Context: an optimization exercise on an open-source flow, tuned for small area, a short achievable clock period and few clock cycles per item. The choices shown serve that exercise and are no tape-out recipe.
Function was checked by simulation only, so behaviour that the tests miss may differ from the original.
Power figures rest on the tool's default switching activity, not on a simulated workload.

**flow/flow/run.sh**
```bash
#!/bin/bash
set -euo pipefail
bash standard.sh \
  SETUP_SLACK_MARGIN=9 \
  "BUFFER_PORTS_ARGS=-buffer_cell sky130_fd_sc_hd__buf_4" \
  "CTS_ARGS=-sink_clustering_enable -repair_clock_nets -dont_use_dummy_load -sink_clustering_size 22 -sink_clustering_max_diameter 80" \
  finish > standard_flow.log 2>&1
```
**flow/standard.sh**
```bash
#!/bin/bash
# synth_recipe.tcl (not shown) runs the flow's synth.tcl, then flattens the netlist and writes it again
# the make line also repeats each setting of config.mk as NAME=value (left out here)
make -C /OpenROAD-flow-scripts/flow DESIGN_CONFIG=/design/flow/config.mk WORK_HOME=/design/flow/orfs CLKGATE_MAP_FILE= SYNTH_SCRIPT=/design/flow/synth_recipe.tcl "${@:-finish}"
```
**flow/config.mk**
```make
export PLATFORM = sky130hd
export DESIGN_NAME = btc
export DESIGN_NICKNAME = btc
export VERILOG_FILES = /design/flow/design.v
export SDC_FILE = /design/flow/constraint.sdc
export NUM_CORES = 4
export LEC_CHECK = 0
export CAP_MARGIN = 20
export CORE_MARGIN = 2
export CORE_UTILIZATION = 30
export SLEW_MARGIN = 20
```
**flow/constraint.sdc**
```tcl
create_clock -name core_clock -period 12.5 [get_ports {clk}]
set_input_delay 2.5000 -clock core_clock [delete_from_list [all_inputs] [get_ports {clk}]]
set_output_delay 2.5000 -clock core_clock [all_outputs]
set_load 0.01 [all_outputs]
```
**flow/design.v**
```verilog
module btc (
    input  wire        clk,
    input  wire        rst,         
    input  wire        in_valid,
    output wire        in_ready,
    input  wire [15:0] in_data,
    output wire        out_valid,
    input  wire        out_ready,
    output wire [15:0] out_data
);
    localparam QD = 8;                  
    localparam [2:0] S_OK      = 3'd0;
    localparam [2:0] S_ALREADY = 3'd1;
    localparam [2:0] S_FULL    = 3'd2;
    localparam [2:0] S_EMPTY   = 3'd3;
    localparam [2:0] S_INVCAP  = 3'd4;
    localparam [2:0] S_ILLEGAL = 3'd5;
    localparam [2:0] S_NOBUF   = 3'd6;
    function [7:0] stcode;
        input [2:0] s;
        begin
            case (s)
                S_ALREADY: stcode = 8'h04;
                S_FULL:    stcode = 8'h05;
                S_EMPTY:   stcode = 8'h06;
                S_INVCAP:  stcode = 8'h0B;
                S_ILLEGAL: stcode = 8'h0C;
                S_NOBUF:   stcode = 8'h0D;
                default:   stcode = 8'h00;
            endcase
        end
    endfunction
    localparam [2:0] K_SIMPLE = 3'd0;   
    localparam [2:0] K_FREERB = 3'd1;   
    localparam [2:0] K_RBPOP  = 3'd2;   
    localparam [2:0] K_RBBULK = 3'd3;   
    localparam [2:0] K_TBRB   = 3'd4;   
    localparam [2:0] K_FREETB = 3'd5;   
    localparam [2:0] K_TBPOP  = 3'd6;   
    localparam [2:0] K_TBPEEK = 3'd7;   
    localparam DW = 12;                 
    localparam NQ = 2;                  
    reg [15:0] rbm [0:15];
    reg [15:0] tbm0 [0:15];
    reg [15:0] tbm1 [0:15];
    reg [15:0] tbm2 [0:15];
    reg [15:0] tbm3 [0:15];
    reg        rb_present, tb_present;
    reg  [4:0] rb_c, tb_c;              
    reg  [3:0] rb_h, rb_w, tb_h, tb_w;  
    reg  [4:0] rb_occ, tb_occ;          
    reg  [4:0] rb_pend, tb_pend;        
    reg  [4:0] rb_pf, tb_pf;            
    reg  [4:0] rb_rl, tb_rl;            
    reg [15:0] f0, f1;
    reg        f0_z, f1_z;              
    reg        f0_hz, f1_hz;            
    reg  [1:0] fcnt;
    reg        in_ready_r;
    assign in_ready = in_ready_r;
    wire in_fire = in_valid & in_ready_r;
    wire fv = (fcnt != 2'd0);
    wire [15:0] x = f0;                 
    wire in_z  = (in_data == 16'd0);
    wire in_hz = (in_data[15:5] == 11'd0);
    localparam [1:0] P_HI = 2'd0, P_LO = 2'd1, P_PAY = 2'd2;
    reg  [1:0] pst;
    reg [15:0] pay_left;
    reg        pay_last;
    reg  [1:0] pidx;
    reg  [3:0] cmd;
    reg        legal_hi;
    reg        need_imm0;
    reg        is_n, is_q;
    localparam [3:0] C_RB_ALLOC = 4'd0, C_RB_FREE = 4'd1, C_RB_PUSH = 4'd2,
                     C_RB_POP = 4'd3, C_RB_RBULK = 4'd4, C_RB_WBULK = 4'd5,
                     C_RB_LEN = 4'd6, C_TB_ALLOC = 4'd8, C_TB_FREE = 4'd9,
                     C_TB_PUSH = 4'd10, C_TB_POP = 4'd11, C_TB_PEEK = 4'd12,
                     C_TB_RBULK = 4'd13, C_TB_LEN = 4'd14, C_NONE = 4'd15;
    reg [3:0] hi_cmd;
    reg       hi_known, hi_h;
    always @(*) begin
        hi_known = 1'b1;
        hi_h     = 1'b0;
        hi_cmd   = C_NONE;
        case (x[15:8])
            8'h10: hi_cmd = C_RB_ALLOC;
            8'h11: begin hi_cmd = C_RB_FREE;  hi_h = 1'b1; end
            8'h12: hi_cmd = C_RB_PUSH;
            8'h13: begin hi_cmd = C_RB_POP;   hi_h = 1'b1; end
            8'h14: hi_cmd = C_RB_RBULK;
            8'h15: hi_cmd = C_RB_WBULK;
            8'h16: begin hi_cmd = C_RB_LEN;   hi_h = 1'b1; end
            8'h20: hi_cmd = C_TB_ALLOC;
            8'h21: begin hi_cmd = C_TB_FREE;  hi_h = 1'b1; end
            8'h22: begin hi_cmd = C_TB_PUSH;  hi_h = 1'b1; end
            8'h23: begin hi_cmd = C_TB_POP;   hi_h = 1'b1; end
            8'h24: begin hi_cmd = C_TB_PEEK;  hi_h = 1'b1; end
            8'h25: begin hi_cmd = C_TB_RBULK; hi_h = 1'b1; end
            8'h26: begin hi_cmd = C_TB_LEN;   hi_h = 1'b1; end
            default: hi_known = 1'b0;
        endcase
    end
    reg [DW-1:0] q [0:QD-1];
    reg [QD:0]   qv;                    
    reg [24:0] nq [0:NQ-1];
    reg [NQ:0] nqv;
    wire [DW-1:0] hd = q[0];
    wire [2:0]  a_kind = hd[2:0];
    wire [4:0]  a_val  = hd[7:3];
    wire [3:0]  a_ptr  = hd[11:8];
    wire        a_cf   = (a_kind == K_TBRB);
    wire [2:0]  a_st   = (a_kind == K_SIMPLE) ? a_ptr[2:0] : S_OK;
    wire [19:0] a_n    = a_cf ? nq[0][19:0] : {5'd1, 5'd1, 5'd1, 5'd1};
    wire        a_tb   = a_kind[2];
    reg  [4:0]  a_fr;
    always @(*) begin
        case (a_kind)
            K_FREERB, K_RBBULK, K_FREETB: a_fr = a_val;
            K_RBPOP, K_TBPOP:             a_fr = 5'd1;
            K_TBRB:                       a_fr = nq[0][24:20];
            default:                      a_fr = 5'd0;
        endcase
    end
    wire        a_v    = qv[0];
    reg  [2:0] a_ph;                    
    reg  [1:0] a_lane;
    reg  [4:0] a_cnt;
    reg [15:0] a_rd;                    
    reg  [3:0] a_lo;                    
    reg [15:0] o0, o1, od;
    reg  [1:0] ocnt;
    reg        ov;
    assign out_data  = od;
    assign out_valid = ov;
    wire o_pop = ov & out_ready;
    wire adv = ~ocnt[1];                
    reg        e_enq;
    reg  [2:0] e_kind;
    reg  [4:0] e_val;
    reg  [3:0] e_ptr;
    reg        e_nq;                    
    reg        e_tb;                    
    reg  [4:0] e_fr;                    
    wire legal = legal_hi & ~(need_imm0 & ~f0_z);
    wire bad_cap = f0_z | ~f0_hz | (x[4] & (x[3:0] != 4'd0));
    wire rb_full  = (rb_occ == rb_c);
    wire rb_empty = (rb_occ == 5'd0);
    wire tb_full  = (tb_occ == tb_c);
    wire tb_empty = (tb_occ == 5'd0);
    wire [5:0] rb_use = {1'b0, rb_occ} + {1'b0, rb_pend};
    wire [5:0] tb_use = {1'b0, tb_occ} + {1'b0, tb_pend};
    wire rb_room = ~rb_use[5] & ~rb_use[4];
    wire tb_room = ~tb_use[5] & ~tb_use[4];
    wire [4:0] rb_free = rb_c - rb_occ;
    wire [4:0] rb_k  = (f0_hz && x[4:0] < rb_occ)  ? x[4:0] : rb_occ;    
    wire [4:0] wb_k  = (f0_hz && x[4:0] < rb_free) ? x[4:0] : rb_free;   
    wire [4:0] tb_np = (f0_hz && x[4:0] < tb_occ)  ? x[4:0] : tb_occ;    
    reg        wb_on;                   
    reg  [4:0] wb_left;
    reg        tp_on;                   
    reg        tr_on;                   
    reg [14:0] tr_n;                    
    reg  [4:0] tr_m;                    
    reg        tr_fin;                  
    wire [4:0] tr_ml = (f0_hz && x[4:0] < tr_m) ? x[4:0] : tr_m;
    wire [4:0] tr_mnext = (pidx == 2'd0) ? tb_np : tr_ml;
    wire q_full = qv[QD-1];
    wire rbw_lo  = (pst == P_LO) & (cmd == C_RB_PUSH) & legal_hi & rb_present & ~rb_full;
    wire rbw_pay = (pst == P_PAY) & wb_on & (wb_left != 5'd0);
    wire e_rbw = rbw_lo | rbw_pay;
    wire e_tbw = (pst == P_PAY) & tp_on;
    wire rb_we = fv & e_rbw & rb_room;
    wire tb_we = fv & e_tbw & tb_room;
    always @(*) begin
        e_enq  = 1'b0;
        e_kind = K_SIMPLE;
        e_val  = 5'd0;
        e_ptr  = {1'b0, S_OK};
        e_nq   = 1'b0;
        e_tb   = cmd[3];
        e_fr   = 5'd0;
        if (pst == P_LO) begin
            e_enq = 1'b1;
            if (!legal) begin
                e_ptr = {1'b0, S_ILLEGAL};
            end else begin
                case (cmd)
                    C_RB_ALLOC:
                        if (rb_present)   e_ptr = {1'b0, S_ALREADY};
                        else if (bad_cap) e_ptr = {1'b0, S_INVCAP};
                    C_RB_FREE:
                        if (!rb_present) e_ptr = {1'b0, S_NOBUF};
                        else begin
                            e_kind = K_FREERB;
                            e_val  = rb_occ;
                            e_fr   = rb_occ;
                        end
                    C_RB_PUSH:
                        if (!rb_present)  e_ptr = {1'b0, S_NOBUF};
                        else if (rb_full) e_ptr = {1'b0, S_FULL};
                    C_RB_POP:
                        if (!rb_present)   e_ptr = {1'b0, S_NOBUF};
                        else if (rb_empty) e_ptr = {1'b0, S_EMPTY};
                        else begin
                            e_kind = K_RBPOP;
                            e_ptr  = rb_h;
                            e_fr   = 5'd1;
                        end
                    C_RB_RBULK:
                        if (!rb_present) e_ptr = {1'b0, S_NOBUF};
                        else begin
                            e_kind = K_RBBULK;
                            e_val  = rb_k;
                            e_ptr  = rb_h;
                            e_fr   = rb_k;
                        end
                    C_RB_WBULK:
                        if (!rb_present) e_ptr = {1'b0, S_NOBUF};
                        else e_val = wb_k;
                    C_RB_LEN:
                        if (!rb_present) e_ptr = {1'b0, S_NOBUF};
                        else e_val = rb_occ;
                    C_TB_ALLOC:
                        if (tb_present)   e_ptr = {1'b0, S_ALREADY};
                        else if (bad_cap) e_ptr = {1'b0, S_INVCAP};
                    C_TB_FREE:
                        if (!tb_present) e_ptr = {1'b0, S_NOBUF};
                        else begin
                            e_kind = K_FREETB;
                            e_val  = tb_occ;
                            e_fr   = tb_occ;
                        end
                    C_TB_PUSH:
                        if (!tb_present)  e_ptr = {1'b0, S_NOBUF};
                        else if (tb_full) e_ptr = {1'b0, S_FULL};
                    C_TB_POP, C_TB_PEEK:
                        if (!tb_present)   e_ptr = {1'b0, S_NOBUF};
                        else if (tb_empty) e_ptr = {1'b0, S_EMPTY};
                        else begin
                            e_kind = (cmd == C_TB_POP) ? K_TBPOP : K_TBPEEK;
                            e_ptr  = tb_h;
                            e_fr   = (cmd == C_TB_POP) ? 5'd1 : 5'd0;
                        end
                    C_TB_RBULK:
                        if (!tb_present) e_ptr = {1'b0, S_NOBUF};
                        else e_enq = 1'b0;       
                    C_TB_LEN:
                        if (!tb_present) e_ptr = {1'b0, S_NOBUF};
                        else e_val = tb_occ;
                    default: e_ptr = {1'b0, S_ILLEGAL};
                endcase
            end
        end else if (pst == P_PAY && tr_on && pidx == 2'd3) begin
            e_enq  = 1'b1;
            e_nq   = 1'b1;
            e_kind = K_TBRB;
            e_ptr  = tb_h;
            e_tb   = 1'b1;
            e_fr   = tr_ml;
        end
    end
    wire tr_last = (pst == P_PAY) & tr_on & (pidx == 2'd3);
    wire e_stall = (q_full & ((pst == P_LO) | tr_last)) | (nqv[NQ-1] & tr_last)
                 | (e_rbw & ~rb_room) | (e_tbw & ~tb_room);
    wire e_go = fv & ~e_stall;
    wire e_push = e_go & e_enq;
    wire [DW-1:0] e_desc = {e_ptr, e_val, e_kind};
    wire [24:0] e_cnt = {tr_ml, tb_np, tr_n};
    wire [4:0] an0 = a_n[4:0], an1 = a_n[9:5], an2 = a_n[14:10], an3 = a_n[19:15];
    wire [3:0] nz = {an3 != 5'd0, an2 != 5'd0, an1 != 5'd0, an0 != 5'd0};
    reg  [3:0] nz_after;
    always @(*) begin
        case (a_lane)
            2'd0: nz_after = {nz[3:1], 1'b0};
            2'd1: nz_after = {nz[3:2], 2'b0};
            2'd2: nz_after = {nz[3], 3'b0};
            default: nz_after = 4'b0;
        endcase
    end
    wire [3:0] nz_sel = (a_ph == 3'd4) ? nz_after : nz;
    wire       nl_any = (nz_sel != 4'b0);
    wire [1:0] nl     = nz_sel[0] ? 2'd0 : nz_sel[1] ? 2'd1 : nz_sel[2] ? 2'd2 : 2'd3;
    reg  [4:0] n_nl;
    always @(*) begin
        case (nl)
            2'd0: n_nl = an0;
            2'd1: n_nl = an1;
            2'd2: n_nl = an2;
            default: n_nl = an3;
        endcase
    end
    reg [4:0] n_lane;
    always @(*) begin
        case (a_lane)
            2'd0: n_lane = an0;
            2'd1: n_lane = an1;
            2'd2: n_lane = an2;
            default: n_lane = an3;
        endcase
    end
    wire [15:0] ptr_oh = 16'd1 << a_ptr;
    wire [15:0] rb_sel = (a_ph == 3'd0) ? ptr_oh : a_rd;
    reg [15:0] rb_rd, tb_rd;
    integer j;
    always @(*) begin
        rb_rd = 16'd0;
        tb_rd = 16'd0;
        for (j = 0; j < 16; j = j + 1) begin
            rb_rd = rb_rd | ({16{rb_sel[j]}} & rbm[j]);
            tb_rd = tb_rd | ({16{a_lo[0] & a_rd[j]}} & tbm0[j])
                          | ({16{a_lo[1] & a_rd[j]}} & tbm1[j])
                          | ({16{a_lo[2] & a_rd[j]}} & tbm2[j])
                          | ({16{a_lo[3] & a_rd[j]}} & tbm3[j]);
        end
    end
    reg [15:0] g_word;
    reg        g_last;
    always @(*) begin
        g_word = 16'd0;
        g_last = 1'b0;
        case (a_ph)
            3'd0: g_word = (a_kind == K_RBPOP) ? rb_rd :
                           (a_kind == K_SIMPLE || a_kind == K_RBBULK) ? {11'd0, a_val} : 16'd0;
            3'd1: begin
                g_word = {8'h00, stcode(a_st)};
                g_last = ~a_kind[2] & ((a_kind != K_RBBULK) | (a_val == 5'd0))
                       | (a_kind == K_FREETB);
            end
            3'd2: begin
                g_word = {11'd0, n_lane};
                g_last = (a_lane == 2'd3) && !nl_any;
            end
            3'd3: begin
                g_word = rb_rd;
                g_last = (a_cnt == 5'd1);
            end
            default: begin
                g_word = tb_rd;
                g_last = (a_cnt == 5'd1) && !nl_any;
            end
        endcase
    end
    wire a_step = a_v & adv;
    wire a_done = a_step & g_last;
    wire f_pop = e_go;
    wire [1:0] fcnt_next = fcnt + {1'b0, in_fire} - {1'b0, f_pop};
    wire o0_ldg = (a_step & ~o_pop & (ocnt == 2'd0)) | (a_step & o_pop & (ocnt == 2'd1));
    wire [1:0] ocnt_next = ocnt + {1'b0, a_step} - {1'b0, o_pop};
    always @(posedge clk) begin
        if ((in_fire & ~f_pop & (fcnt == 2'd0)) | (in_fire & f_pop & (fcnt == 2'd1))) begin
            f0    <= in_data;
            f0_z  <= in_z;
            f0_hz <= in_hz;
        end else if (f_pop) begin
            f0    <= f1;
            f0_z  <= f1_z;
            f0_hz <= f1_hz;
        end
        if (in_fire & ((fcnt == 2'd1 & ~f_pop) | (fcnt == 2'd2))) begin
            f1    <= in_data;
            f1_z  <= in_z;
            f1_hz <= in_hz;
        end
        if (o0_ldg)
            o0 <= g_word;
        else if (o_pop)
            o0 <= o1;
        od <= (ocnt_next == 2'd0) ? 16'd0 : (o0_ldg ? g_word : (o_pop ? o1 : o0));
        if (a_step & ((ocnt == 2'd1 & ~o_pop) | (ocnt == 2'd2)))
            o1 <= g_word;
    end
    integer i;
    always @(posedge clk) begin
        if (rst) begin
            fcnt       <= 2'd0;
            in_ready_r <= 1'b0;
            pst        <= P_HI;
            wb_on      <= 1'b0;
            tp_on      <= 1'b0;
            tr_on      <= 1'b0;
            tr_fin     <= 1'b0;
            rb_present <= 1'b0;
            tb_present <= 1'b0;
            rb_occ     <= 5'd0;
            tb_occ     <= 5'd0;
            rb_pend    <= 5'd0;
            tb_pend    <= 5'd0;
            rb_pf      <= 5'd0;
            tb_pf      <= 5'd0;
            rb_rl      <= 5'd0;
            tb_rl      <= 5'd0;
            rb_h       <= 4'd0;
            rb_w       <= 4'd0;
            tb_h       <= 4'd0;
            tb_w       <= 4'd0;
            qv         <= {(QD+1){1'b0}};
            a_ph       <= 3'd0;
            ov         <= 1'b0;
            ocnt       <= 2'd0;
        end else begin
            fcnt       <= fcnt_next;
            in_ready_r <= ~(~f_pop & (fcnt[1] | (fcnt[0] & in_valid)));
            ocnt <= ocnt_next;
            ov   <= (ocnt_next != 2'd0);
            tr_fin <= 1'b0;
            if (tr_fin) begin
                tb_h   <= tb_h + tr_m[3:0];
                tb_occ <= tb_occ - tr_m;
            end
            if (e_go) begin
                case (pst)
                    P_HI: begin
                        cmd       <= hi_cmd;
                        legal_hi  <= hi_known & (x[7:0] == 8'd0);
                        need_imm0 <= hi_h;
                        is_n      <= (x[15:8] == 8'h15) || (x[15:8] == 8'h31);
                        is_q      <= (x[15:8] == 8'h22) || (x[15:8] == 8'h25)
                                  || (x[15:8] == 8'h33) || (x[15:8] == 8'h34);
                        pst       <= P_LO;
                    end
                    P_LO: begin
                        pay_left <= is_n ? x : 16'd4;
                        pay_last <= is_n ? (x == 16'd1) : 1'b0;
                        pidx     <= 2'd0;
                        pst      <= ((is_n & ~f0_z) | is_q) ? P_PAY : P_HI;
                        wb_on    <= legal & (cmd == C_RB_WBULK) & rb_present;
                        wb_left  <= wb_k;
                        tp_on    <= legal & (cmd == C_TB_PUSH) & tb_present & ~tb_full;
                        tr_on    <= legal & (cmd == C_TB_RBULK) & tb_present;
                        if (legal) begin
                            case (cmd)
                                C_RB_ALLOC:
                                    if (!rb_present && !bad_cap) begin
                                        rb_present <= 1'b1;
                                        rb_c       <= x[4:0];
                                        rb_occ     <= 5'd0;
                                    end
                                C_RB_FREE:
                                    if (rb_present) begin
                                        rb_present <= 1'b0;
                                        rb_occ     <= 5'd0;
                                        rb_h       <= rb_w;
                                    end
                                C_RB_PUSH:
                                    if (rb_present && !rb_full) begin
                                        rb_w   <= rb_w + 4'd1;
                                        rb_occ <= rb_occ + 5'd1;
                                    end
                                C_RB_POP:
                                    if (rb_present && !rb_empty) begin
                                        rb_h   <= rb_h + 4'd1;
                                        rb_occ <= rb_occ - 5'd1;
                                    end
                                C_RB_RBULK:
                                    if (rb_present) begin
                                        rb_h   <= rb_h + rb_k[3:0];
                                        rb_occ <= rb_occ - rb_k;
                                    end
                                C_TB_ALLOC:
                                    if (!tb_present && !bad_cap) begin
                                        tb_present <= 1'b1;
                                        tb_c       <= x[4:0];
                                        tb_occ     <= 5'd0;
                                    end
                                C_TB_FREE:
                                    if (tb_present) begin
                                        tb_present <= 1'b0;
                                        tb_occ     <= 5'd0;
                                        tb_h       <= tb_w;
                                    end
                                C_TB_POP:
                                    if (tb_present && !tb_empty) begin
                                        tb_h   <= tb_h + 4'd1;
                                        tb_occ <= tb_occ - 5'd1;
                                    end
                                default: ;
                            endcase
                        end
                    end
                    default: begin  
                        pay_left <= pay_left - 16'd1;
                        pay_last <= (pay_left == 16'd2);
                        pidx     <= pidx + 2'd1;
                        if (pay_last)
                            pst <= P_HI;
                        if (e_rbw) begin
                            wb_left <= wb_left - 5'd1;
                            rb_w    <= rb_w + 4'd1;
                            rb_occ  <= rb_occ + 5'd1;
                        end
                        if (tp_on && pidx == 2'd3) begin
                            tb_w   <= tb_w + 4'd1;
                            tb_occ <= tb_occ + 5'd1;
                        end
                        if (tr_on) begin
                            case (pidx)
                                2'd0: tr_n[4:0]   <= tb_np;
                                2'd1: tr_n[9:5]   <= tb_np;
                                2'd2: tr_n[14:10] <= tb_np;
                                default: ;
                            endcase
                            tr_m <= tr_mnext;
                            if (pidx == 2'd3)
                                tr_fin <= 1'b1;
                        end
                    end
                endcase
            end
            rb_pf <= (e_push & ~e_tb) ? e_fr : 5'd0;
            tb_pf <= (e_push & e_tb) ? e_fr : 5'd0;
            rb_rl <= (a_done & ~a_tb) ? a_fr : 5'd0;
            tb_rl <= (a_done & a_tb) ? a_fr : 5'd0;
            rb_pend <= rb_pend + rb_pf - rb_rl;
            tb_pend <= tb_pend + tb_pf - tb_rl;
            qv <= qv_next;
            if (a_done)
                a_ph <= 3'd0;
            else if (a_step) begin
                case (a_ph)
                    3'd0: a_ph <= 3'd1;
                    3'd1: begin
                        a_rd <= ptr_oh;
                        if (a_kind == K_RBBULK) begin
                            a_ph  <= 3'd3;
                            a_cnt <= a_val;
                        end else if (a_cf) begin
                            a_ph   <= 3'd2;
                            a_lane <= 2'd0;
                            a_lo   <= 4'b0001;
                        end else begin
                            a_ph   <= 3'd4;
                            a_lane <= 2'd0;
                            a_lo   <= 4'b0001;
                            a_cnt  <= 5'd1;
                        end
                    end
                    3'd2: begin
                        if (a_lane == 2'd3) begin
                            a_ph   <= 3'd4;
                            a_lane <= nl;
                            a_lo   <= 4'b0001 << nl;
                            a_cnt  <= n_nl;
                        end else begin
                            a_lane <= a_lane + 2'd1;
                            a_lo   <= {a_lo[2:0], a_lo[3]};
                        end
                    end
                    3'd3: begin
                        a_rd  <= {a_rd[14:0], a_rd[15]};
                        a_cnt <= a_cnt - 5'd1;
                    end
                    default: begin
                        if (a_cnt == 5'd1) begin
                            a_rd   <= ptr_oh;
                            a_lane <= nl;
                            a_lo   <= 4'b0001 << nl;
                            a_cnt  <= n_nl;
                        end else begin
                            a_rd  <= {a_rd[14:0], a_rd[15]};
                            a_cnt <= a_cnt - 5'd1;
                        end
                    end
                endcase
            end
        end
    end
    wire [QD:0] qv_sh = a_done ? {1'b0, qv[QD:1]} : qv;
    wire [QD:0] qv_ins  = qv_sh ^ {qv_sh[QD-1:0], 1'b1};    
    wire [QD:0] qv_next = qv_sh | (e_push ? qv_ins : {(QD+1){1'b0}});
    always @(posedge clk) begin
        for (i = 0; i < QD; i = i + 1) begin
            if (e_push && qv_ins[i])
                q[i] <= e_desc;
            else if (a_done && i < QD-1)
                q[i] <= q[(i < QD-1) ? i+1 : i];
        end
    end
    wire        nq_pop = a_done & a_cf;
    wire [NQ:0] nqv_sh  = nq_pop ? {1'b0, nqv[NQ:1]} : nqv;
    wire [NQ:0] nqv_ins = nqv_sh ^ {nqv_sh[NQ-1:0], 1'b1};
    always @(posedge clk) begin
        if (rst)
            nqv <= {(NQ+1){1'b0}};
        else
            nqv <= nqv_sh | ((e_push & e_nq) ? nqv_ins : {(NQ+1){1'b0}});
        for (i = 0; i < NQ; i = i + 1) begin
            if (e_push && e_nq && nqv_ins[i])
                nq[i] <= e_cnt;
            else if (nq_pop && i < NQ-1)
                nq[i] <= nq[(i < NQ-1) ? i+1 : i];
        end
    end
    always @(posedge clk) begin
        if (rb_we)
            rbm[rb_w] <= x;
        if (tb_we) begin
            case (pidx)
                2'd0: tbm0[tb_w] <= x;
                2'd1: tbm1[tb_w] <= x;
                2'd2: tbm2[tb_w] <= x;
                default: tbm3[tb_w] <= x;
            endcase
        end
    end
endmodule
```
==> results by group, run 1 <==
Run status
  – Status: finished clean

STA
  – Worst Tran Pin Value: 1.19 ns
  – Peak Freq: 262 MHz
  – Clock skew: 0.144 ns
  – RSZ-0062 raised after global routing: true
  – Period minus WS final: 3.82 ns
  – Hold Vio Cnt, Final: 0
  – Max-slew headroom: 20.9%
  – Final Cycle Share: 30.5%
  – Pins over their slew limit: 0
  – Final Setup Violations: 0
  – Total negative slack: 0 ns

Layout
  – Footprint of the multi-input gates: 18500 sq um
  – Most common cell after layout, fill and taps aside: edfxtp_1
  – Area growth syn-to-layout: 14.5%
  – Commonest cells after routing, fill and taps aside: 1567 x edfxtp_1, 283 x a22oi_1, 247 x buf_4
  – Final antenna diode count: 0
  – Layout net count: 4721
  – Seq. cell area: 49600 sq um
  – # fillers: 21250
  – Layout cell share with drive strength beyond 1: 19.2%

Synthesis
  – Synthesized Nets: 4552
  – Synth Flop Type: edfxtp_1
  – Seq/Total Area, Yosys: 73.0%
  – Ys Warns: 3
  – Cells after Synth: 4433
  – Asr flop ratio synth: 0%
  – Number of flops mapped to enable cells by yosys: 1567
  – Mapped Avg Cell Area: 15.3 sq um
  – Mapped cell area: 67900 sq um
  – Synth unique cells: 91
  – #FFs+latches synth: 1690

Floorplan
  – Die W: 480 um
  – CORE AREA: 225000 sq um
  – # IOs: 38
  – Row cnt: 174
  – Die height: 480 um
  – Starting Density: 30.2%
  – Die area: 230000 sq um

Detailed routing
  – Antenna-violating nets left: 0
  – Via/cell ratio: 5.63
  – Routed WL: 216000 um
  – DRC viols: 0
  – DRT iter0 DRCs: 6585
  – DR vias: 42773
  – Detailed Routing Iterations Pass 1: 9
  – Wirelength per Cell: 28.5 um

Critical path
  – Worst setup EP type: register
  – Reg-to-Reg Start: pidx[0]
  – Worst-path fanout max: 4
  – Crit path required time: 13.10 ns
  – Setup CP Type: in2reg
  – Critical path arrival: 4.42 ns
  – CP startpoint kind: input port
  – Flop2flop setup slack: 8.79 ns
  – R2R cell count: 15

Power
  – VDD IR max: 0.162 mV
  – Static Leak: 24.8 nW
  – Pwr dens: 172 nW/um^2
  – Total power: 13.3 mW

Global route
  – Initial antenna violation count: 5
  – Total grt overflow: 0
  – GR Util All Layers: 18.1%
  – Number of global-route vias before repair: 41221
  – Global-route wire length before repair: 305000 um
  – Largest net degree at the start of global routing: 88

Placed design
  – Hpwl dp: 126000 um
  – Port bufs: 37
  – Placer Congestion: 0.918

Worst hold path
  – Worst Hold Class: reg2reg
  – Hold_sp: nqv[2]
  – Hold Crit Endpoint: nqv[2]
  – Hold path depth: 2

Clocking
  – Htree depth: 3
  – Clk pin slew, worst setup/hold paths: 0.09 ns
  – Hold Buf Count CTS: 0
  – CTS tree: yes
  – Clock tree sinks: 1690
  – Max clock buf depth: 3
  – CTS Buf Count: 95
  – Root Driver: clkbuf_16
  – Clock latency on the worst-skew pair: 0.81 ns

Flow run
  – Maxcap violations: 0
## through the flow
step / instances / util (%) / area, sq um / worst slack [ns] / hold WS, ns
6_report: 7592 / 34.6 / 77700 / 8.68 / 0.450
3_5_place_dp: 7359 / 32.3 / 72700 / 7.31 / 0.431
5_1_grt: 7592 / 34.6 / 77700 / 8.64 / 0.467
4_1_cts: 7531 / 34.1 / 76800 / 8.65 / 0.449
2_1_floorplan: 4433 / - / 68400 / 8.13 / 0.417
3_3_place_gp: 7358 / 32.3 / 72700 / 7.45 / 0.429
## worst max path at each step
stage / startpoint / endpoint / cells after the start / slack, ns
2_1_floorplan: in_valid / register / 11 / 8.13
3_3_place_gp: out_ready / od[0] / 10 / 7.45
3_5_place_dp: rb_occ[1] / register / 16 / 7.31
4_1_cts: od[9] / out_data[9] / 1 / 8.65
5_1_grt: in_valid / register / 12 / 8.64
6_report: in_valid / register / 12 / 8.68
## state kept, by name (all words and copies together), names as in the netlist, 50 cells and up, named ones only
register,count
tbm3,256
nq,50
q,96
tbm0,256
rbm,256
tbm1,256
tbm2,256
## synthesized netlist by cell type, drive strengths merged (31+ instances only)
master / number / area, sq um
nor4: 31 / 200
buf: 88 / 419
mux2: 150 / 1720
clkbuf: 172 / 646
mux2i: 38 / 384
o21ai: 96 / 480
a22oi: 283 / 2120
dfxtp: 123 / 2460
nand4: 33 / 206
xnor2: 37 / 324
a31oi: 54 / 338
a21oi: 144 / 721
edfxtp: 1567 / 47100
xor2: 31 / 272
a221oi: 109 / 955
ha: 86 / 1080
nand3: 171 / 856
nor2: 238 / 911
a22o: 119 / 1040
a222oi: 83 / 831
inv: 120 / 450
nand2: 196 / 736
nor3: 49 / 250
## power by group
group | internal, mW | leakage [nW] | switching [mW] | total (mW)
clock network | 1.35 | 1.17 | 1.75 | 3.10
logic | 0.935 | 8.50 | 2.08 | 3.02
registers | 7.07 | 15.1 | 0.166 | 7.23
## routing by layer
layer  vias up  global-route usage, %  wire, um
met5         -                      0        47
met2      2528                   28.3     97600
met4         8                   5.89      8490
li1      18000                      -         -
met1     21836                   25.1     86300
met3       401                   3.70     23700
## area by class of cell
cell class | instances | share of cell area (%)
timing repair inverter | 1 | 0.00644
tap | 2992 | 4.82
inverter | 123 | 0.631
sequential | 1690 | 63.8
timing repair buffer | 329 | 3.91
multi-input combinational | 2362 | 23.8
clock buffer | 95 | 3.06
## critical path: stages
cell      delay [ns]
buf_8           0.09
nand2_8         0.05
clkinv_4        0.05
ha_4            0.12
nand2_4         0.05
a21oi_4         0.25
mux2_4          0.34
buf_4           0.14
nor3_2          0.18
mux2i_1         0.15
o21a_1          0.21
a221oi_2        0.27
## repair_timing
item                                   4_1_cts  5_1_grt
endpoints found under the hold margin        0        0
gates resized for setup                    253       96
cloned                                       2        2
buffers inserted                            75       58
pin swaps                                   25       29
setup endpoints to repair                 1096      643
## kinds of logic after synthesis
kind of cell,Yosys count,synth area share (%)
adders and majority gates,99,1.97
and+or+nand+nor,899,6.61
muxes,188,3.10
xor gates and xnor gates,68,0.878
buffers and inverters,383,2.25
AOI/OAI and AO/OA,1106,12.2
DFF,1690,73.0
Testbench counts, summed over its fixed seeds: cycles 13,462, items 3,281.
==> run 2: changes to the inputs <==
--- a/flow/flow/run.sh
+++ b/flow/flow/run.sh
@@ -3,3 +3,3 @@
 bash standard.sh \
-  SETUP_SLACK_MARGIN=9 \
+  SETUP_SLACK_MARGIN=9.3 \
   "BUFFER_PORTS_ARGS=-buffer_cell sky130_fd_sc_hd__buf_4" \
==> run 2 against run 1 <==
Compared with the run above:
- still clean on timing, DRC and antenna
- sequential power hardly changed
- worst setup slack better by 0.083 ns
- global-route usage is 0.36 points higher
- cell area is 3.6% higher
- clock skew is 0.028 ns lower
- sequential cell count stayed put
- core utilization is 1.3 points higher
- worst hold slack worse by 0.0038 ns
- synthesized area stayed put
- non-clock buffer count is 129 higher
- clock power hardly changed
- critical path type unchanged
- largest power group unchanged
- highest routed layer unchanged
==> results by group, run 2 <==
STA
  – Worst Tran Pin Value: 1.16 ns (was 1.19 ns)
  – Total negative slack: 0 ns (unchanged)
  – Hold Vio Cnt, Final: 0 (unchanged)
  – Period minus WS final: 3.73 ns (was 3.82 ns)
  – Clock skew: 0.117 ns (was 0.144 ns)
  – Final worst slack: 8.77 ns (was 8.68 ns)
  – Pins over their slew limit: 0 (unchanged)
  – Hold slack: 0.447 ns (was 0.450 ns)
  – Peak Freq: 268 MHz (was 262 MHz)
  – RSZ-0062 raised after global routing: true (unchanged)
  – Final Setup Violations: 0 (unchanged)
  – Final Cycle Share: 29.9% (was 30.5%)
  – Max-slew headroom: 22.8% (was 20.9%)

Global route
  – GR Util All Layers: 18.5% (was 18.1%)
  – Largest net degree at the start of global routing: 88 (unchanged)
  – Total grt overflow: 0 (unchanged)
  – Global-route wire length before repair: 310000 um (was 305000 um)
  – Number of global-route vias before repair: 41725 (was 41221)
  – Initial antenna violation count: 6 (was 5)

Critical path
  – CP startpoint kind: input port (unchanged)
  – Critical path arrival: 4.31 ns (was 4.42 ns)
  – Worst-path fanout max: 4 (unchanged)
  – Worst setup EP type: register (unchanged)
  – Setup CP Type: in2reg (unchanged)
  – Crit path required time: 13.08 ns (was 13.10 ns)

Power
  – P_sw: 4.09 mW (was 4.00 mW)
  – Pwr dens: 169 nW/um^2 (was 172 nW/um^2)
  – VDD IR max: 0.144 mV (was 0.162 mV)
  – Comb power frac: 23.8% (was 22.6%)
  – Int Pwr: 9.50 mW (was 9.35 mW)
  – Fraction of power consumed by sequential logic: 53.3% (was 54.2%)
  – Switch share: 30.1% (was 29.9%)
  – Clk pwr share: 22.9% (was 23.2%)
  – Static Leak: 26.1 nW (was 24.8 nW)

Synthesis
  – Commonest cells in the synthesized netlist: 1567 x edfxtp_1, 283 x a22oi_1, 233 x nor2_1 (unchanged)
  – Top cell type by total area after synthesis: edfxtp_1 (unchanged)
  – Synth unique cells: 91 (unchanged)
  – XOR/XNOR share of the synthesized area: 0.878% (unchanged)
  – Cells after Synth: 4433 (unchanged)
  – Synth top area share: 69.3% (unchanged)
  – Synth Flop Type: edfxtp_1 (unchanged)
  – #FFs+latches synth: 1690 (unchanged)
  – Mapped cell area: 67900 sq um (unchanged)
  – Synth Area in Simple Gates: 6.61% (unchanged)
  – Largest family of logic cells by synthesized area: compound AO/OA/AOI/OAI gates (unchanged)
  – Asr flop ratio synth: 0% (unchanged)
  – Seq/Total Area, Yosys: 73.0% (unchanged)
  – Number of flops mapped to enable cells by yosys: 1567 (unchanged)
  – Ys Warns: 3 (unchanged)
  – Post-synthesis compound-gate area fraction: 12.2% (unchanged)
  – Synthesized Nets: 4552 (unchanged)
  – Synth top area cells: edfxtp_1 69%, dfxtp_1 3.6%, a22oi_1 3.1% (unchanged)
  – Mapped Avg Cell Area: 15.3 sq um (unchanged)
  – Post-synthesis mux area share: 3.10% (unchanged)
  – Most frequent cell after synthesis: edfxtp_1 (unchanged)
  – Post-Synth Adder-Cell Area: 1.97% (unchanged)

Floorplan
  – Die area: 230000 sq um (unchanged)
  – CORE AREA: 225000 sq um (unchanged)
  – Die W: 480 um (unchanged)
  – # IOs: 38 (unchanged)
  – Die height: 480 um (unchanged)
  – Starting Density: 30.2% (unchanged)
  – Row cnt: 174 (unchanged)

Detailed routing
  – Detailed Routing Iterations Pass 1: 7 (was 9)
  – Via/cell ratio: 5.70 (was 5.63)
  – Routed WL: 224000 um (was 216000 um)
  – DRT iter0 DRCs: 7263 (was 6585)
  – DR vias: 44021 (was 42773)
  – DRC viols: 0 (unchanged)
  – Antenna-violating nets left: 0 (unchanged)
  – Wirelength per Cell: 29.0 um (was 28.5 um)

Layout
  – Area growth syn-to-layout: 18.7% (was 14.5%)
  – Final Util: 35.8% (was 34.6%)
  – Non-Filler Instances: 7726 (was 7592)
  – Commonest cells after routing, fill and taps aside: 1567 x edfxtp_1, 310 x buf_4, 279 x a22oi_1 (was 1567 x edfxtp_1, 283 x a22oi_1, 247 x buf_4)
  – Layout cell share with drive strength beyond 1: 23.3% (was 19.2%)
  – Layout net count: 4854 (was 4721)
  – Most common cell after layout, fill and taps aside: edfxtp_1 (unchanged)

Run status
  – Status: finished clean (unchanged)

Clocking
  – CTS Buf Count: 95 (unchanged)
  – Clock latency on the worst-skew pair: 0.80 ns (was 0.81 ns)
  – Htree depth: 3 (unchanged)
  – Root Driver: clkbuf_16 (unchanged)
  – Clk pin slew, worst setup/hold paths: 0.07 ns (was 0.09 ns)
  – Max clock buf depth: 3 (unchanged)
  – Clock tree sinks: 1690 (unchanged)
  – CTS tree: yes (unchanged)

Worst hold path
  – Worst Hold Class: reg2reg (unchanged)

Placed design
  – Placed cells: 7353 (was 7359)
  – Port bufs: 37 (unchanged)
  – DP Worst Slack: 7.34 ns (was 7.31 ns)
  – Placer Congestion: 0.906 (was 0.918)
  – Hpwl dp: 127000 um (was 126000 um)

Flow run
  – Maxcap violations: 0 (unchanged)
-- run 2: cell counts after synthesis --
Identical to the previous run, type by type.
-- run 2: timing repair --
| item | 4_1_cts | 5_1_grt |
|---|---|---|
| resized for setup | 388 | 153 |
| endpoints found under the setup margin | 1712 | 524 |
| pin swaps | 84 | 75 |
| hold buffers | 0 | 0 |
| gates cloned | 16 | 14 |
| setup buffers | 141 | 104 |
-- run 2: through the flow --
| stage | instance area (sq um) | total power [mW] |
|---|---|---|
| global route | 80600 | 14.0 |
| floorplan | 68600 | 8.83 |
| detailed placement | 72900 | 9.89 |
| CTS | 78700 | 13.3 |
| finish | 80600 | 13.6 |
| global placement | 72900 | 9.83 |
-- run 2: path summary, 6_finish.rpt --
check | endpoint | startpoint | cells after the start | slack (ns)
min reg2reg | nq[1][7] | tr_n[7] | 0 | 0.45
max reg2reg | register | rb_occ[1] | 16 | 8.84
max | register | in_valid | 12 | 8.77
min | nq[1][7] | tr_n[7] | 0 | 0.45
-- run 2: worst max-delay path: stages --
cell	delay, ns
buf_8	0.09
nand2_8	0.05
clkinv_4	0.05
ha_4	0.12
nand2_4	0.05
a21oi_4	0.26
buf_6	0.15
mux2_4	0.32
or3_4	0.41
o31ai_4	0.09
buf_4	0.17
nand2_2	0.04
-- run 2: logic make-up after synthesis --
group                    count (synthesis)
buffers and inverters                  383
AO/OA/AOI/OAI                         1106
multiplexers                           188
AND/OR/NAND/NOR                        899
XOR/XNOR                                68
flip-flops                            1690
adder cells (fa/ha/maj)                 99
-- run 2: final cells by class --
| class | instances | area (sq um) |
|---|---|---|
| Antenna cell | 1 | 2.50 |
| Fill cell | 21010 | 144000 |
| Timing Repair inverter | 2 | 12.5 |
| Sequential cell | 1690 | 49600 |
| Multi-Input combinational cell | 2365 | 19400 |
| Clock buffer | 95 | 2380 |
| Timing Repair Buffer | 458 | 4940 |
| Tap cell | 2992 | 3740 |
| Inverter | 123 | 495 |
-- run 2: metal layers --
layer | up-vias | share of wire (%) | GRT usage (%)
met5 | - | 0.0098 | 0
met4 | 4 | 4.6 | 6.78
met3 | 463 | 11 | 3.97
met2 | 2776 | 45 | 28.8
met1 | 22515 | 39 | 25.2
li1 | 18263 | - | -
-- run 2: power groups by stage --
| stage | logic, mW | clock network, mW | registers (mW) |
|---|---|---|---|
| 6_report | 3.24 | 3.11 | 7.24 |
| 5_1_grt | 3.42 | 3.31 | 7.26 |
| 4_1_cts | 2.94 | 3.13 | 7.25 |
| 3_5_place_dp | 2.50 | 0 | 7.39 |
| 3_3_place_gp | 2.45 | 0 | 7.38 |
| 2_1_floorplan | 1.21 | 0 | 7.62 |
==> run 3: changes to the inputs <==
--- a/flow/design.v
+++ b/flow/design.v
@@ -43,2 +43,3 @@
     reg [15:0] rbm [0:15];
+    reg  [3:0] rT;
     reg [15:0] tbm0 [0:15];
@@ -129,7 +130,8 @@
     reg [15:0] a_rd;                    
+    reg [15:0] a_trd;                   
     reg  [3:0] a_lo;                    
-    reg [15:0] o0, o1, od;
+    reg [15:0] o0, o1;
     reg  [1:0] ocnt;
     reg        ov;
-    assign out_data  = od;
+    assign out_data  = o0;
     assign out_valid = ov;
@@ -173,3 +175,16 @@
     wire rb_we = fv & e_rbw & rb_room;
-    wire tb_we = fv & e_tbw & tb_room;
+    reg [15:0] xd;
+    reg        xd_v;
+    reg  [1:0] xd_l;
+    reg  [3:0] xd_w;
+    wire [3:0]  tb_wt = tb_w - rT - 4'd1;       
+    wire        tb_al = ~(tb_wt[0] ^ pidx[0]);   
+    wire tb_ok  = tb_room & ~(xd_v & tb_al);
+    wire tb_go  = fv & e_tbw & tb_ok;            
+    wire tb_dir = tb_go & tb_al;                 
+    wire tb_toxd = tb_go & ~tb_al;               
+    wire        rw_en = tb_dir | xd_v;
+    wire [15:0] rw_d  = xd_v ? xd : x;
+    wire  [1:0] rw_l  = xd_v ? xd_l : pidx;
+    wire  [3:0] rw_p  = xd_v ? (xd_w - rT - 4'd1) : tb_wt;
     always @(*) begin
@@ -264,3 +279,3 @@
     wire e_stall = (q_full & ((pst == P_LO) | tr_last)) | (nqv[NQ-1] & tr_last)
-                 | (e_rbw & ~rb_room) | (e_tbw & ~tb_room);
+                 | (e_rbw & ~rb_room) | (e_tbw & ~tb_ok);
     wire e_go = fv & ~e_stall;
@@ -310,6 +325,6 @@
             rb_rd = rb_rd | ({16{rb_sel[j]}} & rbm[j]);
-            tb_rd = tb_rd | ({16{a_lo[0] & a_rd[j]}} & tbm0[j])
-                          | ({16{a_lo[1] & a_rd[j]}} & tbm1[j])
-                          | ({16{a_lo[2] & a_rd[j]}} & tbm2[j])
-                          | ({16{a_lo[3] & a_rd[j]}} & tbm3[j]);
+            tb_rd = tb_rd | ({16{a_lo[0] & a_trd[j]}} & tbm0[j])
+                          | ({16{a_lo[1] & a_trd[j]}} & tbm1[j])
+                          | ({16{a_lo[2] & a_trd[j]}} & tbm2[j])
+                          | ({16{a_lo[3] & a_trd[j]}} & tbm3[j]);
         end
@@ -347,3 +362,2 @@
     wire [1:0] fcnt_next = fcnt + {1'b0, in_fire} - {1'b0, f_pop};
-    wire o0_ldg = (a_step & ~o_pop & (ocnt == 2'd0)) | (a_step & o_pop & (ocnt == 2'd1));
     wire [1:0] ocnt_next = ocnt + {1'b0, a_step} - {1'b0, o_pop};
@@ -364,3 +378,3 @@
         end
-        if (o0_ldg)
+        if ((a_step & ~o_pop & (ocnt == 2'd0)) | (a_step & o_pop & (ocnt == 2'd1)))
             o0 <= g_word;
@@ -368,3 +382,2 @@
             o0 <= o1;
-        od <= (ocnt_next == 2'd0) ? 16'd0 : (o0_ldg ? g_word : (o_pop ? o1 : o0));
         if (a_step & ((ocnt == 2'd1 & ~o_pop) | (ocnt == 2'd2)))
@@ -596,11 +609,38 @@
             rbm[rb_w] <= x;
-        if (tb_we) begin
-            case (pidx)
-                2'd0: tbm0[tb_w] <= x;
-                2'd1: tbm1[tb_w] <= x;
-                2'd2: tbm2[tb_w] <= x;
-                default: tbm3[tb_w] <= x;
-            endcase
+    end
+    wire [15:0] rw_oh = 16'd1 << rw_p;
+    always @(posedge clk) begin
+        if (rst)
+            xd_v <= 1'b0;
+        else
+            xd_v <= tb_toxd;
+        if (tb_toxd) begin
+            xd   <= x;
+            xd_l <= pidx;
+            xd_w <= tb_w;
+        end
+    end
+    always @(posedge clk) begin
+        for (j = 0; j < 16; j = j + 1) begin
+            if ((j % 2 == 0) && rw_en && rw_l == 2'd0 && rw_oh[j]) tbm0[j] <= rw_d;
+            else tbm0[j] <= tbm0[(j + 1) % 16];
+            if ((j % 2 == 1) && rw_en && rw_l == 2'd1 && rw_oh[j]) tbm1[j] <= rw_d;
+            else tbm1[j] <= tbm1[(j + 1) % 16];
+            if ((j % 2 == 0) && rw_en && rw_l == 2'd2 && rw_oh[j]) tbm2[j] <= rw_d;
+            else tbm2[j] <= tbm2[(j + 1) % 16];
+            if ((j % 2 == 1) && rw_en && rw_l == 2'd3 && rw_oh[j]) tbm3[j] <= rw_d;
+            else tbm3[j] <= tbm3[(j + 1) % 16];
         end
     end
+    wire [3:0]  trd_ld = a_ptr - rT - 4'd1;
+    always @(posedge clk) begin
+        if (rst)
+            rT <= 4'd0;
+        else
+            rT <= rT + 4'd1;
+        if (a_step && (a_ph == 3'd1 || (a_ph == 3'd4 && a_cnt == 5'd1)))
+            a_trd <= 16'd1 << trd_ld;
+        else if (!(a_step && a_ph == 3'd4))
+            a_trd <= {a_trd[0], a_trd[15:1]};
+    end
 endmodule
--- a/flow/flow/run.sh
+++ b/flow/flow/run.sh
@@ -3,3 +3,3 @@
 bash standard.sh \
-  SETUP_SLACK_MARGIN=9.3 \
+  SETUP_SLACK_MARGIN=9 \
   "BUFFER_PORTS_ARGS=-buffer_cell sky130_fd_sc_hd__buf_4" \
==> run 3 against run 2 <==
Compared with the run above:
- sequential cell count is 27 higher
- clock skew up 0.0038 ns
- synthesized cell count increased by 28%
- synthesized area decreased by 4.9%
- combinational power decreased by 26%
==> results by group, run 3 <==
Critical path
  – Reg-to-Reg Start: rb_occ[1] (unchanged)
  – Start point of the critical path: o0[1] (was in_valid)
  – Critical path arrival: 1.47 ns (was 4.31 ns)
  – Crit path required time: 10.00 ns (was 13.08 ns)
  – Critical Path, Cell by Cell: buf_6 (was buf_8 > nand2_8 > clkinv_4 > ha_4 > nand2_4 > a21oi_4 > buf_6 > mux2_4 > or3_4 > o31ai_4 > buf_4 > nand2_2)
  – Crit path buffers/inverters: 1 (was 4)
  – Slowest cell on crit path: edfxtp_1 (was or3_4)
  – Worst-path fanout max: 1 (was 4)
  – CP startpoint kind: register (was input port)
  – Flop2flop setup slack: 8.81 ns (was 8.84 ns)
  – CP top delay family: flip-flops (was simple AND/OR/NAND/NOR gates)
  – Setup CP Type: reg2out (was in2reg)
  – CP peak stage delay: 0.54 ns (was 0.41 ns)
  – R2R cell count: 18 (was 16)
  – Worst setup EP type: output pin (was register)

Power
  – Total power: 11.7 mW (was 13.6 mW)
  – Switch share: 31.5% (was 30.1%)
  – Fraction of power consumed by sequential logic: 53.1% (was 53.3%)
  – Clk pwr share: 26.2% (was 22.9%)
  – Int Pwr: 7.98 mW (was 9.50 mW)
  – Pwr dens: 160 nW/um^2 (was 169 nW/um^2)
  – P_sw: 3.68 mW (was 4.09 mW)
  – Comb power frac: 20.7% (was 23.8%)
  – Static Leak: 25.0 nW (was 26.1 nW)
  – VDD IR max: 0.109 mV (was 0.144 mV)

Layout
  – Non-Filler Instances: 8489 (was 7726)
  – Most common cell after layout, fill and taps aside: dfxtp_1 (was edfxtp_1)
  – Final Instance Area: 73000 sq um (was 80600 sq um)
  – Layout cell share with drive strength beyond 1: 13.5% (was 23.3%)
  – Area growth syn-to-layout: 13.0% (was 18.7%)
  – Layout net count: 5777 (was 4854)
  – Commonest cells after routing, fill and taps aside: 1103 x dfxtp_1, 597 x edfxtp_1, 428 x nor2_1 (was 1567 x edfxtp_1, 310 x buf_4, 279 x a22oi_1)
  – Final Util: 34.1% (was 35.8%)

Global route
  – GR Util All Layers: 18.8% (was 18.5%)
  – Number of global-route vias before repair: 45211 (was 41725)
  – Largest net degree at the start of global routing: 50 (was 88)
  – Initial antenna violation count: 9 (was 6)
  – Global-route wire length before repair: 308000 um (was 310000 um)
  – Total grt overflow: 0 (unchanged)

Clocking
  – Hold Buf Count CTS: 0 (unchanged)
  – Root Driver: clkbuf_16 (unchanged)
  – CTS Buf Count: 91 (was 95)
  – Max clock buf depth: 3 (unchanged)
  – CTS tree: yes (unchanged)
  – Clock tree sinks: 1717 (was 1690)
  – Clk pin slew, worst setup/hold paths: 0.09 ns (was 0.07 ns)
  – Clock latency on the worst-skew pair: 0.80 ns (about the same)
  – Htree depth: 3 (unchanged)

Synthesis
  – Synth top area share: 34.7% (was 69.3%)
  – Asr flop ratio synth: 0% (unchanged)
  – Synthesized Nets: 5789 (was 4552)
  – Cells after Synth: 5661 (was 4433)
  – Mapped Avg Cell Area: 11.4 sq um (was 15.3 sq um)
  – Synth Flop Type: dfxtp_1 (was edfxtp_1)
  – Top cell type by total area after synthesis: dfxtp_1 (was edfxtp_1)
  – Synth top area cells: dfxtp_1 35%, edfxtp_1 28%, a22oi_1 3.5% (was edfxtp_1 69%, dfxtp_1 3.6%, a22oi_1 3.1%)
  – Seq/Total Area, Yosys: 62.5% (was 73.0%)
  – Ys Warns: 7 (was 3)
  – Mapped cell area: 64600 sq um (was 67900 sq um)
  – #FFs+latches synth: 1717 (was 1690)
  – Most frequent cell after synthesis: dfxtp_1 (was edfxtp_1)
  – Commonest cells in the synthesized netlist: 1120 x dfxtp_1, 597 x edfxtp_1, 445 x nor2_1 (was 1567 x edfxtp_1, 283 x a22oi_1, 233 x nor2_1)
  – Synth unique cells: 98 (was 91)
  – Number of flops mapped to enable cells by yosys: 597 (was 1567)

STA
  – Final worst slack: 8.53 ns (was 8.77 ns)
  – Worst Tran Pin Value: 1.10 ns (was 1.16 ns)
  – Hold Vio Cnt, Final: 0 (unchanged)
  – Final Cycle Share: 31.8% (was 29.9%)
  – Final Setup Violations: 0 (unchanged)
  – Hold slack: 0.309 ns (was 0.447 ns)
  – Peak Freq: 252 MHz (was 268 MHz)
  – Clock skew: 0.121 ns (was 0.117 ns)
  – Max-slew headroom: 26.4% (was 22.8%)
  – Period minus WS final: 3.97 ns (was 3.73 ns)
  – Total negative slack: 0 ns (unchanged)
  – RSZ-0062 raised after global routing: true (unchanged)
  – Pins over their slew limit: 0 (unchanged)

Flow run
  – Maxcap violations: 0 (unchanged)

Detailed routing
  – Detailed Routing Iterations Pass 1: 8 (was 7)
  – Antenna-violating nets left: 0 (unchanged)
  – Via/cell ratio: 5.58 (was 5.70)
  – DRT iter0 DRCs: 6289 (was 7263)
  – DR vias: 47395 (was 44021)
  – DRC viols: 0 (unchanged)
  – Routed WL: 215000 um (was 224000 um)
  – Wirelength per Cell: 25.3 um (was 29.0 um)

Worst hold path
  – Worst Hold Class: reg2reg (unchanged)
  – Hold Crit Endpoint: tbm3[12][12] (was nq[1][7])
  – Hold path depth: 0 (unchanged)
  – Hold_sp: tbm3[13][12] (was tr_n[7])

Floorplan
  – # IOs: 38 (unchanged)
  – Row cnt: 170 (was 174)
  – Die height: 468 um (was 480 um)
  – Die area: 219000 sq um (was 230000 sq um)
  – CORE AREA: 214000 sq um (was 225000 sq um)
  – Starting Density: 30.1% (was 30.2%)
  – Die W: 468 um (was 480 um)

Placed design
  – Placer Congestion: 0.876 (was 0.906)
  – DP Worst Slack: 7.56 ns (was 7.34 ns)
  – Hpwl dp: 126000 um (was 127000 um)
  – Dpl cell area: 68500 sq um (was 72900 sq um)
  – Placed cells: 8275 (was 7353)
  – Port bufs: 37 (unchanged)

Run status
  – Status: finished clean (unchanged)
run 3: cell count changes in the layout (fill, tap and decap cells not counted), moves of 33 or more:
cell,delta
dfxtp_1,+1013
edfxtp_1,-970
o21ai_0,+291
nor2_1,+278
a21oi_1,+250
nand2_1,+247
buf_4,-70
buf_12,-43
a32oi_1,+38
nor2_4,-38
nor2_2,-33
run 3: logic make-up after synthesis:
kind of cell	count (synthesis)	synth area share, %
AOI/OAI and AO/OA	1656	17.4
muxes	209	3.78
xor gates and xnor gates	80	1.09
and+or+nand+nor	1351	9.73
DFF	1717	62.5
adders and majority gates	108	2.28
buffers and inverters	540	3.27
run 3: how the worst max path moves through the flow:
stage | end | slack [ns] | depth (start not counted)
global route | out_data[0] | 8.46 | 1
CTS | out_data[0] | 8.41 | 1
detailed placement | tr_n[2] | 7.56 | 5
finish | out_data[1] | 8.53 | 1
floorplan | register | 8.19 | 12
global placement | tr_n[5] | 7.60 | 5
run 3: timing repair:
action,4_1_cts,5_1_grt
hold endpoints to repair,0,0
setup endpoints to repair,576,291
resized for setup,157,120
cloned,1,4
setup buffers,69,44
pin swaps,31,40
run 3: worst register-to-register path, cell delays in order, from the launching register on:
cell and delay [ns]:
dfxtp_4 0.36, buf_6 0.10, clkinvlp_4 0.12, ha_4 0.29, nand4_1 0.14, o211ai_1 0.28, o21ai_2 0.10, a2111o_2 0.50
inv_8 0.10, ha_4 0.12, nand2_2 0.05, o21ai_2 0.07, nor2b_4 0.16, buf_6 0.14, mux2_4 0.33, xor2_2 0.14
or3_4 0.40, o31ai_4 0.08, o311a_1 0.20
run 3: cell type report:
| class | count | area (sq um) |
|---|---|---|
| inverters | 124 | 497 |
| repair inverters | 1 | 7.51 |
| multi-input cells | 3406 | 23500 |
| flip-flops and latches | 1717 | 40400 |
| diodes | 4 | 10.0 |
| repair buffers | 308 | 2750 |
| well taps | 2838 | 3550 |
| fillers | 20928 | 141000 |
| clock buffers | 91 | 2280 |
run 3: per-layer routing:
metal | vias up | wire [um] | part of all wire (%) | GRT usage, %
li1 | 20901 | - | - | -
met3 | 462 | 21100 | 9.8 | 3.46
met5 | - | 41 | 0.019 | 0
met2 | 2576 | 95900 | 45 | 29.5
met4 | 6 | 9450 | 4.4 | 7.78
met1 | 23450 | 88100 | 41 | 25.5
run 3: power by group through the flow:
| stage | clock network [mW] | logic [mW] | registers (mW) |
|---|---|---|---|
| 2_1_floorplan | 0 | 1.14 | 6.28 |
| 3_3_place_gp | 0 | 2.06 | 6.33 |
| 3_5_place_dp | 0 | 2.09 | 6.34 |
| 4_1_cts | 3.09 | 2.20 | 6.20 |
| 5_1_grt | 3.28 | 2.49 | 6.20 |
| 6_report | 3.05 | 2.41 | 6.19 |
Testbench counts of run 3, summed over its fixed seeds: cycles 13,462, items 3,281.
==> run 4: changes to the inputs <==
--- a/flow/design.v
+++ b/flow/design.v
@@ -132,6 +132,6 @@
     reg  [3:0] a_lo;                    
-    reg [15:0] o0, o1;
+    reg [15:0] o0, o1, od;
     reg  [1:0] ocnt;
     reg        ov;
-    assign out_data  = o0;
+    assign out_data  = od;
     assign out_valid = ov;
@@ -362,2 +362,3 @@
     wire [1:0] fcnt_next = fcnt + {1'b0, in_fire} - {1'b0, f_pop};
+    wire o0_ldg = (a_step & ~o_pop & (ocnt == 2'd0)) | (a_step & o_pop & (ocnt == 2'd1));
     wire [1:0] ocnt_next = ocnt + {1'b0, a_step} - {1'b0, o_pop};
@@ -378,3 +379,3 @@
         end
-        if ((a_step & ~o_pop & (ocnt == 2'd0)) | (a_step & o_pop & (ocnt == 2'd1)))
+        if (o0_ldg)
             o0 <= g_word;
@@ -382,2 +383,3 @@
             o0 <= o1;
+        od <= (ocnt_next == 2'd0) ? 16'd0 : (o0_ldg ? g_word : (o_pop ? o1 : o0));
         if (a_step & ((ocnt == 2'd1 & ~o_pop) | (ocnt == 2'd2)))
==> run 4 against run 3 <==
Compared with the run above:
- still clean
- critical path type unchanged
- maximum frequency increased by 3.3%
- register-to-register slack about the same
- critical endpoint is now out_data[0]
- via count increased by 1.1%
- die area about the same
- highest routed layer is now met4
==> results by group, run 4 <==
Run status
  – Status: finished clean (unchanged)

STA
  – RSZ-0062 raised after global routing: true (unchanged)
  – Pins over their slew limit: 0 (unchanged)
  – Hold slack: 0.326 ns (was 0.309 ns)
  – Worst Tran Pin Value: 1.06 ns (was 1.10 ns)
  – Hold Vio Cnt, Final: 0 (unchanged)
  – Max-slew headroom: 28.8% (was 26.4%)
  – Total negative slack: 0 ns (unchanged)
  – Final Cycle Share: 30.7% (was 31.8%)
  – Peak Freq: 260 MHz (was 252 MHz)
  – Clock skew: 0.108 ns (was 0.121 ns)
  – Final worst slack: 8.66 ns (was 8.53 ns)
  – Period minus WS final: 3.84 ns (was 3.97 ns)
  – Final Setup Violations: 0 (unchanged)

Synthesis
  – Commonest cells in the synthesized netlist: 1152 x dfxtp_1, 581 x edfxtp_1, 563 x nand2_1 (was 1120 x dfxtp_1, 597 x edfxtp_1, 445 x nor2_1)
  – Most frequent cell after synthesis: dfxtp_1 (unchanged)
  – Ys Warns: 7 (unchanged)
  – Synth unique cells: 81 (was 98)
  – Seq/Total Area, Yosys: 62.7% (was 62.5%)
  – Cells after Synth: 5792 (was 5661)
  – Synth top area share: 35.7% (was 34.7%)
  – Synthesized Nets: 5920 (was 5789)
  – Mapped Avg Cell Area: 11.2 sq um (was 11.4 sq um)
  – Top cell type by total area after synthesis: dfxtp_1 (unchanged)
  – Synth top area cells: dfxtp_1 36%, edfxtp_1 27%, a22oi_1 3.5% (was dfxtp_1 35%, edfxtp_1 28%, a22oi_1 3.5%)
  – Mapped cell area: 64600 sq um (about the same)
  – Synth Flop Type: dfxtp_1 (unchanged)
  – Asr flop ratio synth: 0% (unchanged)
  – #FFs+latches synth: 1733 (was 1717)
  – Number of flops mapped to enable cells by yosys: 581 (was 597)

Power
  – Comb power frac: 22.7% (was 20.7%)
  – VDD IR max: 0.132 mV (was 0.109 mV)
  – Int Pwr: 8.20 mW (was 7.98 mW)
  – Pwr dens: 164 nW/um^2 (was 160 nW/um^2)
  – Fraction of power consumed by sequential logic: 51.8% (was 53.1%)
  – P_sw: 3.90 mW (was 3.68 mW)
  – Switch share: 32.2% (was 31.5%)
  – Clk pwr share: 25.5% (was 26.2%)
  – Total power: 12.1 mW (was 11.7 mW)
  – Static Leak: 25.6 nW (was 25.0 nW)

Worst hold path
  – Hold_sp: tbm0[14][9] (was tbm3[13][12])
  – Worst Hold Class: reg2reg (unchanged)

Clocking
  – CTS tree: yes (unchanged)
  – Clk pin slew, worst setup/hold paths: 0.09 ns (about the same)
  – Clock tree sinks: 1733 (was 1717)
  – Hold Buf Count CTS: 0 (unchanged)
  – CTS Buf Count: 92 (was 91)
  – Root Driver: clkbuf_16 (unchanged)
  – Htree depth: 3 (unchanged)
  – Clock latency on the worst-skew pair: 0.76 ns (was 0.80 ns)
  – Max clock buf depth: 3 (unchanged)

Detailed routing
  – Antenna-violating nets left: 0 (unchanged)
  – Via/cell ratio: 5.54 (was 5.58)
  – DRT iter0 DRCs: 6169 (was 6289)
  – Detailed Routing Iterations Pass 1: 8 (unchanged)
  – DRC viols: 0 (unchanged)
  – Routed WL: 210000 um (was 215000 um)
  – DR vias: 47906 (was 47395)
  – Wirelength per Cell: 24.4 um (was 25.3 um)

Placed design
  – DP Worst Slack: 7.36 ns (was 7.56 ns)
  – Hpwl dp: 120000 um (was 126000 um)
  – Dpl cell area: 68700 sq um (was 68500 sq um)
  – Placed cells: 8393 (was 8275)
  – Port bufs: 37 (unchanged)
  – Placer Congestion: 0.861 (was 0.876)

Floorplan
  – Die area: 219000 sq um (about the same)
  – Starting Density: 30.1% (about the same)
  – Row cnt: 170 (unchanged)
  – CORE AREA: 214000 sq um (about the same)
  – Die W: 468 um (about the same)
  – Die height: 468 um (about the same)
  – # IOs: 38 (unchanged)

Layout
  – Non-Filler Instances: 8640 (was 8489)
  – Commonest cells after routing, fill and taps aside: 1120 x dfxtp_1, 581 x edfxtp_1, 552 x nand2_1 (was 1103 x dfxtp_1, 597 x edfxtp_1, 428 x nor2_1)
  – Final Util: 34.5% (was 34.1%)
  – Layout cell share with drive strength beyond 1: 14.1% (was 13.5%)
  – # fillers: 21162 (was 20928)
  – Seq. cell area: 40600 sq um (was 40400 sq um)
  – Final Instance Area: 74000 sq um (was 73000 sq um)
  – Layout net count: 5930 (was 5777)
  – Most common cell after layout, fill and taps aside: dfxtp_1 (unchanged)
  – Area growth syn-to-layout: 14.5% (was 13.0%)
  – Footprint of the multi-input gates: 23800 sq um (was 23500 sq um)

Flow run
  – Maxcap violations: 0 (unchanged)

Critical path
  – Worst-path fanout max: 1 (unchanged)
  – Slowest cell on crit path: dfxtp_4 (was edfxtp_1)
  – Worst setup EP type: output pin (unchanged)
  – Setup CP Type: reg2out (unchanged)
  – CP peak stage delay: 0.47 ns (was 0.54 ns)
  – Critical path arrival: 1.34 ns (was 1.47 ns)
  – Start point of the critical path: od[0] (was o0[1])
  – Critical Path, Cell by Cell: buf_6 (unchanged)
  – Crit path required time: 10.00 ns (about the same)
  – Reg-to-Reg Start: nq[0][12] (was rb_occ[1])
  – CP startpoint kind: register (unchanged)
  – Crit path buffers/inverters: 1 (unchanged)
  – CP top delay family: flip-flops (unchanged)

Global route
  – Number of global-route vias before repair: 45856 (was 45211)
  – Initial antenna violation count: 6 (was 9)
  – Largest net degree at the start of global routing: 64 (was 50)
  – Global-route wire length before repair: 304000 um (was 308000 um)
  – Total grt overflow: 0 (unchanged)
  – GR Util All Layers: 18.4% (was 18.8%)
run 4: cell count changes after synthesis, moves of 33 or more:
cell	before	now
a32oi_1	49	4
o21ai_0	365	424
nand2_1	432	563
mux2_1	41	4
nor2_1	445	384
mux2_4	41	8
run 4: path summary, 6_finish.rpt:
| path | endpoint | slack, ns | cells after the start |
|---|---|---|---|
| worst max-delay path | out_data[0] | 8.66 | 1 |
| worst max register to register | q[2][5] | 8.80 | 10 |
| worst min register to register | tbm0[13][9] | 0.33 | 0 |
| worst min-delay path | tbm0[13][9] | 0.33 | 0 |
run 4: final cells by class:
class                      instances  area share [%]
sequential                      1733            54.9
tap                             2838            4.80
clock buffer                      92            3.11
antenna                            2         0.00677
inverter                         125           0.673
timing repair buffer             336            4.33
multi-input combinational       3514            32.2
run 4: cells by family after synthesis:
| group | count (synthesis) | share of synthesized area, % |
|---|---|---|
| AO/OA/AOI/OAI | 1685 | 17.4 |
| buffers and inverters | 554 | 3.28 |
| XOR/XNOR | 83 | 1.13 |
| flip-flops | 1733 | 62.7 |
| AND/OR/NAND/NOR | 1448 | 10.1 |
| adder cells (fa/ha/maj) | 108 | 2.28 |
| multiplexers | 181 | 3.06 |
run 4: metal layers:
layer  track usage (%)  part of all wire, %  vias up
met4              6.48                  3.5        0
met3              2.57                  8.3      399
met5                 0                    0        -
met1              25.2                   42    23861
li1                  -                    -    21290
met2              29.6                   46     2356
run 4: power groups by stage:
| stage | clock [mW] | sequential, mW | combinational (mW) |
|---|---|---|---|
| after global placement | 0 | 6.43 | 2.33 |
| final | 3.08 | 6.27 | 2.74 |
| after detailed placement | 0 | 6.43 | 2.36 |
| after floorplan | 0 | 6.37 | 1.31 |
| after CTS | 3.12 | 6.27 | 2.59 |
| after global routing | 3.32 | 6.29 | 2.84 |
run 4: timing repair:
item | 4_1_cts | 5_1_grt
cloned | 13 | 5
setup endpoints to repair | 1161 | 606
resized for setup | 230 | 124
setup buffers | 98 | 37
pin swaps | 38 | 48
Testbench counts of run 4, summed over its fixed seeds: cycles 13,462, items 3,281.

[re-timing with driven ports]
Ports are ideal in the flow. The routed layouts listed here were re-timed in OpenROAD.
Step 1, drivers: a clkbuf_16 drives clk and a buf_2 each remaining input, both assumed.
Step 2 also shifts input and output timing later by t, the mid clock arrival at the registers, as if the neighbouring blocks saw the same clock.
Slacks: no drivers / after step 1 / after step 2; pairs: no drivers / after step 1.
run	t (ns)	setup slack, ns	latest minus earliest clock arrival (ns)	slew at the worst register clock pin (ns)
run 1	0.815	8.683 / 8.626 / 7.818	0.147 / 0.146	0.10 / 0.10
run 2	0.810	8.767 / 8.695 / 7.956	0.149 / 0.149	0.11 / 0.11
run 3	0.820	8.531 / 8.445 / 7.989	0.122 / 0.123	0.09 / 0.09
run 4	0.796	8.659 / 8.568 / 8.074	0.108 / 0.107	0.10 / 0.10
After both steps every run listed still meets setup and hold. For run 1, which loses most, drivers alone change the setup slack by -0.057 ns; drivers and shift together by -0.865 ns.
